This is an optimization exercise on Yosys and OpenROAD, whose aim is small area, a short achievable clock period and few clock cycles, not a production implementation.
RTL that was checked went through simulation tests only; none was proved equivalent to the original.
No activity file was given, so power comes from the tool's default toggle rates.

Setup of the reference run:
==> flow/design.v (excerpt) <==
module syncchan (
    input             clk,
    input             rst,           
    input      [8:0]  prog_len,      
    input      [63:0] sprite,        
    output     [7:0]  prog_addr,
    input      [15:0] prog_data,
    input             rel_valid,     
    input      [7:0]  rel_data,
    output reg        held,          
    output reg        tx_valid,      
    output reg [7:0]  tx_data,
    output reg        io_rd,
    output reg        io_wr,
    output     [15:0] io_addr,
    output     [7:0]  io_wdata,
    input      [7:0]  io_rdata,
    output reg        draw_valid,
    output reg [1:0]  draw_op,       
    output reg [8:0]  draw_x,
    output reg [7:0]  draw_y,
    output            done,
    output            fault,
    output     [1:0]  fault_cause,   
    output     [15:0] fault_info     
);
Settings: LEC_CHECK=0, ABC_AREA=1, CAP_MARGIN=5, CORE_MARGIN=2, CORE_UTILIZATION=40, CTS_CLUSTER_DIAMETER=100, CTS_CLUSTER_SIZE=20, SETUP_SLACK_MARGIN=5, SLEW_MARGIN=5; clock period 10.0 ns.
standard.sh (not shown) runs the stock make flow with config.mk's settings and CLKGATE_MAP_FILE= SYNTH_SCRIPT=/design/flow/synth_recipe.tcl, a recipe that flattens the netlist after the stock synthesis.
==> flow/flow/run.sh <==
#!/bin/bash
set -euo pipefail
sed 's/SETUP_SLACK_MARGIN=5/SETUP_SLACK_MARGIN=6 "BUFFER_PORTS_ARGS=-buffer_cell sky130_fd_sc_hd__buf_1"/' standard.sh > standard_m.sh
bash standard_m.sh > standard.log 2>&1
Testbench counts of the reference run, summed over its fixed seeds: cycles 11,506.
[inputs] the trial run vs the reference run
- SLEW_MARGIN: 5 -> 20
- CAP_MARGIN: 5 -> 20
- CORE_UTILIZATION: 40 -> 55
- CTS_CLUSTER_DIAMETER: 100 -> unset
- CTS_CLUSTER_SIZE: 20 -> unset
Notes after the runs:
End point of the critical path = sfar: the trial run; end point of the critical path = io_addr[13]: the reference run. From the reference run to the trial run the numbers moved as follows: finished layout cell area went up 1.8%, power climbed about 17%. When the trial run is measured against the reference run, its logic gate share of total power turns out 4.0 points lower. Fmax delta (the reference run -> the trial run): insignificant. The trial run vs. the reference run: number of cells on the worst reg-to-reg path went up by 8. The run showing the smaller minimum clock period is the reference run.

---

## v59
Starting RTL as in the previous note.
==> flow/config.mk <==
export PLATFORM = sky130hd
export DESIGN_NAME = syncchan
export DESIGN_NICKNAME = syncchan
export VERILOG_FILES = /design/flow/design.v
export SDC_FILE = /design/flow/constraint.sdc
export NUM_CORES = 4
export LEC_CHECK = 0
export ABC_AREA = 1
export CAP_MARGIN = 20
export CORE_MARGIN = 2
export CORE_UTILIZATION = 40
export CTS_CLUSTER_DIAMETER = 100
export CTS_CLUSTER_SIZE = 20
export SETUP_SLACK_MARGIN = 5
export SLEW_MARGIN = 20
==> flow/constraint.sdc <==
create_clock -name core_clock -period 10.0 [get_ports {clk}]
set_input_delay 2.0000 -clock core_clock [delete_from_list [all_inputs] [get_ports {clk}]]
set_output_delay 2.0000 -clock core_clock [all_outputs]
set_load 0.01 [all_outputs]
==> flow/flow/run.sh <==
#!/bin/bash
set -euo pipefail
sed 's/SETUP_SLACK_MARGIN=5/SETUP_SLACK_MARGIN=6.5 "BUFFER_PORTS_ARGS=-buffer_cell sky130_fd_sc_hd__buf_1"/' standard.sh > standard_m.sh
bash standard_m.sh > standard.log 2>&1
Every stage of the flow completed for v59, and the final layout passed the timing, DRC and antenna checks.
Testbench counts of v59, summed over its fixed seeds: cycles 11,506.
The following lists how v58 was set up differently from v59:
Settings: removing CTS_CLUSTER_DIAMETER (formerly 100); removing CTS_CLUSTER_SIZE (formerly 20).
==> flow/flow/run.sh <==
#!/bin/bash
set -euo pipefail
sed 's/SETUP_SLACK_MARGIN=5/SETUP_SLACK_MARGIN=6 "BUFFER_PORTS_ARGS=-buffer_cell sky130_fd_sc_hd__buf_1"/' standard.sh > standard_m.sh
bash standard_m.sh > standard.log 2>&1
Notes after the runs:
The run showing the greater fraction of standard cell area in multi-input logic is v59.
Leakage power total in v58 is about 1.2% lower than in v59
| synthesis-stage register bit count | v58 vs v59 | ≈ equal |
v58 against v59: post-cts sizing count now smaller; non-clock inverter total of the final layout now smaller; final area now smaller; wire length of the first global-routing pass now smaller; switching part of the total power now smaller.
In the reports for v59 and v58, the larger count of non-CTS buffers in the layout belongs to v59.
Input changes introduced in v55 (baseline for comparison: v58):
Settings: putting CTS_CLUSTER_SIZE at 20 where nothing was set; putting CTS_CLUSTER_DIAMETER at 100 where nothing was set.
==> flow/flow/run.sh <==
#!/bin/bash
set -euo pipefail
sed 's/SETUP_SLACK_MARGIN=5/SETUP_SLACK_MARGIN=5.7 "BUFFER_PORTS_ARGS=-buffer_cell sky130_fd_sc_hd__buf_1"/' standard.sh > standard_m.sh
bash standard_m.sh > standard.log 2>&1
--- outcome ---
Relative to v58, number of setup buffers added after CTS has gone down in v55. Looking at part of the power in combinational logic across v55 and v58, the one that comes out higher is v55. Status: count of flip-flops and latches parity (v58, v55). The average wire per standard cell was comparable across v55 and v58. Compare v55 and v58 | reported net switching power higher: v58. v58 → v55: tightest hold margin shows no meaningful change; clock distribution area overhead in the final layout shows a reduction of 2.2 points; power consumed by the clock network shows a reduction of 33%. [compare] base=v58 new=v55: number of CTS-inserted buffers decreased by 12 relative to the old numbers, power decreased by 12% relative to the old numbers, combinational power closely matched the old numbers.
### v55 -> v29
Settings: ABC_AREA no longer set, was 1; CTS_CLUSTER_DIAMETER no longer set, was 100; CTS_CLUSTER_SIZE no longer set, was 20.
==> flow/flow/run.sh <==
#!/bin/bash
set -euo pipefail
sed 's/SETUP_SLACK_MARGIN=5/SETUP_SLACK_MARGIN=6 "BUFFER_PORTS_ARGS=-buffer_cell sky130_fd_sc_hd__buf_1"/' standard.sh > standard_m.sh
bash standard_m.sh > standard.log 2>&1
==> comparison <==
Looking at part of the cycle the worst path needs, v29 sits 2.1 points below v55.
Compound-gate portion of the synthesized area for v29: 4.9 points up relative to v55
Measured against each other, v55 and v29 differ in non-clock buffer count, the higher figure coming from v29.
Total power density per cell area for v29: about 3.5% up relative to v55
Row total number of vias: v29 lower / v55 higher
Final area grows by a few percent when moving from v55 to v29.
Each of the runs, namely v55 and v29, reached the end of the flow and came out clean.
Proportion of power drawn by the clock network: v55 and v29 compared, higher one is v29
Summary of the comparison: number of nets in the layout is lower in v29, relative to v55.
On total chip power: between v55 and v29, it ends up higher for v29.
> inputs changed (v29 -> v39)
Settings: ABC_AREA now 1, previously not set; CTS_CLUSTER_DIAMETER now 100, previously not set; CTS_CLUSTER_SIZE now 20, previously not set.
==> flow/flow/run.sh <==
#!/bin/bash
set -euo pipefail
sed 's/SETUP_SLACK_MARGIN=5/SETUP_SLACK_MARGIN=6.3 "BUFFER_PORTS_ARGS=-buffer_cell sky130_fd_sc_hd__buf_1"/' standard.sh > standard_m.sh
bash standard_m.sh > standard.log 2>&1
## What came out
Higher cell count goes to v39 over v29. For v29, the most common cell after layout, fill and taps aside was buf_1, unlike v39, where it was nand2_1. Each of the runs, namely v39 and v29, reached the end of the flow and came out clean. Summary of the comparison: shortest clock period the worst path allows after layout is lower in v39, relative to v29. On power, the higher figure sits with v29, not v39. Diff v29 -> v39 | tap cell count | up by a little under 10%. The higher relative contribution of combinational cells to total power of v39 and v29 is in v39. Wire: v39 routes more than v29.
diff inputs: v39 => v51
Settings: ABC_AREA: 1 -> unset; CTS_CLUSTER_DIAMETER: 100 -> unset; CTS_CLUSTER_SIZE: 20 -> unset.
==> comparison <==
Diff v51..v39 | I/O pin count | negligible
Overall global routing resource usage was higher in v51 than in v39.
Global-route wire length before repair (higher): v39
Width of the die (v51 over v39): decrease, 2.2 µm
Between v51 and v39, it is v51 whose post-route fraction of the period consumed by the critical path is higher, by 1.6 points.
The power after layout in v51 was higher than what v39 gave.
v51: no failed stages, no open violations at the end
Delta(area used by multi-input combinational logic, v51 - v39) > 0
On initial standard-cell utilization of the core, v39 tracks v51 almost exactly.
Looking at worst setup path endpoint, the io_addr[12] result is from v39; the rem[1] one comes from v51.

---

syncchan, a different RTL version from the one above (not shown whole).
Size in the first run: ~2300 cells after synthesis, about 190 I/O pins, ~17000 sq um of cells after synthesis.
Settings: LEC_CHECK=0, ABC_AREA=1, CAP_MARGIN=20, CORE_MARGIN=2, CORE_UTILIZATION=50, CTS_CLUSTER_DIAMETER=100, CTS_CLUSTER_SIZE=20, PLACE_DENSITY=0.75, SETUP_SLACK_MARGIN=5, SLEW_MARGIN=20; clock period 10.0 ns.
==> flow/flow/run.sh <==
#!/bin/bash
set -euo pipefail
sed 's/SETUP_SLACK_MARGIN=5/SETUP_SLACK_MARGIN=6.45 "BUFFER_PORTS_ARGS=-buffer_cell sky130_fd_sc_hd__buf_1"/' standard.sh > standard_m.sh
bash standard_m.sh > standard.log 2>&1
Testbench counts at the start, summed over its fixed seeds: cycles 11,506.
Rerun with:
==> flow/flow/run.sh (replaced) <==
#!/bin/bash
set -euo pipefail
sed 's/SETUP_SLACK_MARGIN=5/SETUP_SLACK_MARGIN=6.3 "BUFFER_PORTS_ARGS=-buffer_cell sky130_fd_sc_hd__buf_1"/' standard.sh > standard_m.sh
bash standard_m.sh > standard.log 2>&1
- CORE_UTILIZATION: 50 -> 40
- PLACE_DENSITY: 0.75 -> not set
What happened: The new run went through all stages and came out clean. Cell count came out higher by about 4%. Worst setup slack gets worse by 0.14 ns. First-iteration DRC count came out higher by 0.43%. Hold slack hardly moves. Design area stays flat. Wire length came out higher by 5.0%.
Rerun with:
==> flow/flow/run.sh (replaced) <==
#!/bin/bash
set -euo pipefail
sed 's/SETUP_SLACK_MARGIN=5/SETUP_SLACK_MARGIN=6.55 "BUFFER_PORTS_ARGS=-buffer_cell sky130_fd_sc_hd__buf_1"/' standard.sh > standard_m.sh
bash standard_m.sh > standard.log 2>&1
- PLACE_DENSITY: not set -> 0.75
=> Clock-buffer cell count is higher by 1; die area is unchanged; via count is higher by 3.5%; flip-flop and latch count stays the same.
Rerun with:
==> flow/flow/run.sh (replaced) <==
#!/bin/bash
set -euo pipefail
sed 's/SETUP_SLACK_MARGIN=5/SETUP_SLACK_MARGIN=6.45 "BUFFER_PORTS_ARGS=-buffer_cell sky130_fd_sc_hd__buf_1"/' standard.sh > standard_m.sh
bash standard_m.sh > standard.log 2>&1
- CORE_UTILIZATION: 40 -> 50
- PLACE_DENSITY: 0.75 -> not set
Routed wire length decreases by about 2.2%.
Setup slack loses 0.0069 ns.
Via count came out lower by 3.2%.
Sequential cell count is unchanged.
Synthesized area stays the same.
Fmax barely changes.
Non-clock buffer count is lower by 17.
Total power went down by about 1%.
Critical path depth climbs by 9.

---

Setup of try-onyx:
syncchan, a different RTL version from the one above (not shown whole).
For scale: about 1800 cells after synthesis.
clock: 10.0 ns
lec_check: 0
cap_margin: 20
core_margin: 2
core_utilization: 40
setup_slack_margin: 5
slew_margin: 20
==> flow/flow/run.sh <==
#!/bin/bash
set -euo pipefail
sed 's/SETUP_SLACK_MARGIN=5/SETUP_SLACK_MARGIN=7/' standard.sh > standard_m.sh
bash standard_m.sh > standard.log 2>&1
try-onyx finished end to end and its layout was clean on timing, DRC and antenna.
Changes in try-pepper relative to try-onyx:
==> flow/flow/run.sh <==
#!/bin/bash
set -euo pipefail
sed 's/SETUP_SLACK_MARGIN=5/SETUP_SLACK_MARGIN=6/' standard.sh > standard_m.sh
bash standard_m.sh > standard.log 2>&1
Results
| achievable clock frequency | try-pepper vs try-onyx | about 1.5% higher |
try-onyx has a lower worst setup slack than try-pepper.
Compared with try-onyx, try-pepper shows a hold slack that is 0.018 ns lower.
Setup changes, try-pepper to try-sierra
==> flow/run.sh (new file) <==
#!/bin/bash
# synth_recipe.tcl (not shown) runs the flow's synth.tcl, then flattens the netlist and writes it again
# the make line also repeats each setting of config.mk as NAME=value (left out here)
make -C /OpenROAD-flow-scripts/flow DESIGN_CONFIG=/design/flow/config.mk WORK_HOME=/design/flow/orfs CLKGATE_MAP_FILE= SYNTH_SCRIPT=/design/flow/synth_recipe.tcl finish
removed: flow/flow/run.sh
removed: flow/standard.sh
--- outcome ---
On try-sierra: worst setup slack is 0.67 ns lower than what try-pepper gave.
try-sierra vs try-pepper — peak supply drop climbed by more than 10%
try-sierra vs. try-pepper: met2 routing resource usage after global routing moved down, routed wire length moved down, initial antenna violation count moved down.
Function was not checked in any run of this note: the RTL went through the layout flow alone.

---

RTL: one of the versions met above, not the one the previous note started from.
Size: about 2300 cells after synthesis, roughly 270 flip-flops, roughly 190 I/O pins, ~17000 sq um of cells after synthesis.
Settings: LEC_CHECK=0, ABC_AREA=1, CAP_MARGIN=20, CORE_MARGIN=2, CORE_UTILIZATION=40, CTS_CLUSTER_DIAMETER=100, CTS_CLUSTER_SIZE=20, PLACE_DENSITY=0.75, SETUP_SLACK_MARGIN=5, SLEW_MARGIN=20; clock period 10.0 ns.
==> flow/flow/run.sh <==
#!/bin/bash
set -euo pipefail
sed 's/SETUP_SLACK_MARGIN=5/SETUP_SLACK_MARGIN=6.45 "BUFFER_PORTS_ARGS=-buffer_cell sky130_fd_sc_hd__buf_1"/' standard.sh > standard_m.sh
bash standard_m.sh > standard.log 2>&1
Testbench counts at the start, summed over its fixed seeds: cycles 11,506.
Then changed:
PLACE_DENSITY = not set   (was 0.75)
Effect: The changed run went through all stages and came out clean. Utilization increases by 0.81 points. Hold slack loses 0.0047 ns. Design area increases by 1.8%. Power increases by 2.9%. Fmax grows by 0.38%. Sequential share of layout area decreases by 0.63 points. Worst setup slack gains 0.013 ns.

---

syncchan with an RTL version that a note above also has.
Size: about 1,800 cells after synthesis, ~260 flip-flops, roughly 190 I/O pins, roughly 0.017 mm2 of cells after synthesis.
Settings: LEC_CHECK=0, CAP_MARGIN=20, CORE_MARGIN=2, CORE_UTILIZATION=40, CTS_BUF_LIST=sky130_fd_sc_hd__clkbuf_8, SETUP_SLACK_MARGIN=5, SLEW_MARGIN=20; clock period 10.0 ns.
==> flow/flow/run.sh <==
#!/bin/bash
set -euo pipefail
sed 's/SETUP_SLACK_MARGIN=5/SETUP_SLACK_MARGIN=6 "BUFFER_PORTS_ARGS=-buffer_cell sky130_fd_sc_hd__buf_1"/' standard.sh > standard_m.sh
bash standard_m.sh > standard.log 2>&1
Testbench counts at the start, summed over its fixed seeds: cycles 11,506.
Edit:
==> flow/flow/run.sh (replaced) <==
#!/bin/bash
set -euo pipefail
sed 's/SETUP_SLACK_MARGIN=5/SETUP_SLACK_MARGIN=6.15 "BUFFER_PORTS_ARGS=-buffer_cell sky130_fd_sc_hd__buf_1"/' standard.sh > standard_m.sh
bash standard_m.sh > standard.log 2>&1
Settings changed: ABC_AREA set to 1, CTS_BUF_LIST sky130_fd_sc_hd__clkbuf_8 to not set, CTS_CLUSTER_DIAMETER set to 100, CTS_CLUSTER_SIZE set to 20.
Effect: The new run completed with no timing, DRC or antenna violations; area after synthesis rose by 2.2%; power fell by about 7%; via count rose by about 10%.
Edit:
==> flow/flow/run.sh (replaced) <==
#!/bin/bash
set -euo pipefail
sed 's/SETUP_SLACK_MARGIN=5/SETUP_SLACK_MARGIN=6 "BUFFER_PORTS_ARGS=-buffer_cell sky130_fd_sc_hd__buf_1"/' standard.sh > standard_m.sh
bash standard_m.sh > standard.log 2>&1
Outcome:
- cell count is lower by 0.46%
- worst setup slack loses 91 ps
- clock skew hardly moves
- design area goes down by 0.90%
- die area stays the same
Edit:
==> flow/flow/run.sh (replaced) <==
#!/bin/bash
set -euo pipefail
sed 's/SETUP_SLACK_MARGIN=5/SETUP_SLACK_MARGIN=6.7 "BUFFER_PORTS_ARGS=-buffer_cell sky130_fd_sc_hd__buf_1"/' standard.sh > standard_m.sh
bash standard_m.sh > standard.log 2>&1
After rerunning:
- fmax rises by 6.5%
- clock power hardly moves
- register-to-register slack improved by 410 ps

---

RTL: one of the versions met above, not the one the previous note started from.
Size: roughly 2300 cells after synthesis, ~270 flip-flops, roughly 190 I/O pins, roughly 0.017 mm2 of cells after synthesis.
export LEC_CHECK = 0
export ABC_AREA = 1
export CAP_MARGIN = 20
export CORE_MARGIN = 2
export CORE_UTILIZATION = 40
export CTS_CLUSTER_DIAMETER = 100
export CTS_CLUSTER_SIZE = 20
export PLACE_DENSITY = 0.85
export SETUP_SLACK_MARGIN = 5
export SLEW_MARGIN = 20
create_clock -name core_clock -period 10.0 [get_ports {clk}]
==> flow/flow/run.sh <==
#!/bin/bash
set -euo pipefail
sed 's/SETUP_SLACK_MARGIN=5/SETUP_SLACK_MARGIN=6.45 "BUFFER_PORTS_ARGS=-buffer_cell sky130_fd_sc_hd__buf_1"/' standard.sh > standard_m.sh
bash standard_m.sh > standard.log 2>&1
The starting point produced a clean layout.
Testbench counts at the start, summed over its fixed seeds: cycles 11,506.
Then changed:
==> flow/flow/run.sh (replaced) <==
#!/bin/bash
set -euo pipefail
sed 's/SETUP_SLACK_MARGIN=5/SETUP_SLACK_MARGIN=6.4 "BUFFER_PORTS_ARGS=-buffer_cell sky130_fd_sc_hd__buf_1"/' standard.sh > standard_m.sh
bash standard_m.sh > standard.log 2>&1
--- a/flow/config.mk
+++ b/flow/config.mk
@@ -13,3 +13,2 @@
 export CTS_CLUSTER_SIZE = 20
-export PLACE_DENSITY = 0.85
 export SETUP_SLACK_MARGIN = 5
=>
- count of clock-buffer cells in the layout goes down by 1
- routed wire length goes up by 6.4%
- worst setup slack degrades by 0.029 ns
- sequential power is about the same
- hold slack barely changes
- global-route usage goes up by 1.6 points
- fmax goes down by 0.83%
- via count goes down by 2.8%
- non-clock buffer count goes down by 7
- core utilization is about the same
- power goes up by 2.0%
Then changed:
==> flow/flow/run.sh (replaced) <==
#!/bin/bash
set -euo pipefail
sed 's/SETUP_SLACK_MARGIN=5/SETUP_SLACK_MARGIN=6.45 "BUFFER_PORTS_ARGS=-buffer_cell sky130_fd_sc_hd__buf_1"/' standard.sh > standard_m.sh
bash standard_m.sh > standard.log 2>&1
--- a/flow/config.mk
+++ b/flow/config.mk
@@ -11,4 +11,4 @@
 export CORE_UTILIZATION = 40
-export CTS_CLUSTER_DIAMETER = 100
-export CTS_CLUSTER_SIZE = 20
+export CTS_CLUSTER_DIAMETER = 120
+export CTS_CLUSTER_SIZE = 24
 export SETUP_SLACK_MARGIN = 5
=>
- non-clock buffer count rose by 10
- wire length fell by 1.2%
- via count barely changes
- first-iteration DRC count fell by 3.7%
- critical path depth fell by 3

==> afterwards: timing with drivers on the ports <==
The flow's constraints put no driver on any port. The routed layouts listed below were extracted and timed again, unchanged, in two steps. Step 1 (the two cells are an assumption about what drives the block):
set clk [get_ports {clk}]
set_driving_cell -lib_cell sky130_fd_sc_hd__clkbuf_16 $clk
set_driving_cell -lib_cell sky130_fd_sc_hd__buf_2 [delete_from_list [all_inputs] $clk]
Step 2, shift: input delay + t, output delay - t, t = (earliest + latest rising clock arrival at the registers) / 2. This alone moves slack from input paths to output paths. Slacks: no drivers / after step 1 / after step 2; pairs: no drivers / after step 1.
| run | t, ns | setup WS [ns] | slew at the worst register clock pin (ns) | cell pins on the clock port's net |
|---|---|---|---|---|
| the reference run | 0.565 | 6.134 / 6.082 / 5.675 | 0.10 / 0.10 | 1 |
| the trial run | 0.633 | 6.128 / 6.078 / 5.546 | 0.07 / 0.07 | 1 |
| v59 | 0.562 | 6.391 / 6.339 / 5.993 | 0.09 / 0.09 | 1 |
| v58 | 0.615 | 6.110 / 6.058 / 5.581 | 0.07 / 0.07 | 1 |
| v55 | 0.565 | 5.863 / 5.891 / 5.327 | 0.10 / 0.10 | 1 |
| v29 | 0.615 | 6.072 / 6.085 / 5.488 | 0.07 / 0.07 | 1 |
| v39 | 0.560 | 6.346 / 6.290 / 5.917 | 0.10 / 0.10 | 1 |
| v51 | 0.635 | 6.191 / 6.222 / 5.587 | 0.07 / 0.07 | 1 |
| the first run of note 3 | 0.554 | 6.517 / 6.498 / 5.996 | 0.09 / 0.09 | 1 |
| the second run of note 3 | 0.568 | 6.380 / 6.330 / 5.908 | 0.09 / 0.09 | 1 |
| the third run of note 3 | 0.558 | 6.545 / 6.492 / 6.071 | 0.10 / 0.10 | 1 |
| the fourth run of note 3 | 0.565 | 6.538 / 6.512 / 6.006 | 0.09 / 0.09 | 1 |
| try-onyx | 0.643 | 5.784 / 5.784 / 5.494 | 0.07 / 0.07 | 1 |
| try-pepper | 0.631 | 5.845 / 5.845 / 5.336 | 0.07 / 0.07 | 1 |
| try-sierra | 0.639 | 5.180 / 5.180 / 4.581 | 0.07 / 0.07 | 1 |
| the first run of note 5 | 0.553 | 6.542 / 6.489 / 6.047 | 0.10 / 0.10 | 1 |
| the second run of note 5 | 0.566 | 6.555 / 6.501 / 6.023 | 0.10 / 0.10 | 1 |
| the first run of note 6 | 0.621 | 5.982 / 6.012 / 5.391 | 0.07 / 0.07 | 1 |
| the second run of note 6 | 0.564 | 6.226 / 6.174 / 5.765 | 0.10 / 0.10 | 1 |
| the third run of note 6 | 0.565 | 6.135 / 6.083 / 5.675 | 0.10 / 0.10 | 1 |
| the fourth run of note 6 | 0.555 | 6.370 / 6.318 / 6.068 | 0.10 / 0.10 | 1 |
| the first run of note 7 | 0.554 | 6.486 / 6.483 / 5.963 | 0.09 / 0.09 | 1 |
| the second run of note 7 | 0.583 | 6.457 / 6.470 / 5.887 | 0.09 / 0.09 | 1 |
| the third run of note 7 | 0.562 | 6.535 / 6.537 / 6.003 | 0.10 / 0.10 | 1 |
After both steps every run listed still meets setup and hold. The setup slack of v51, which loses most, moves by +0.031 ns with the drivers and by -0.604 ns with both steps.
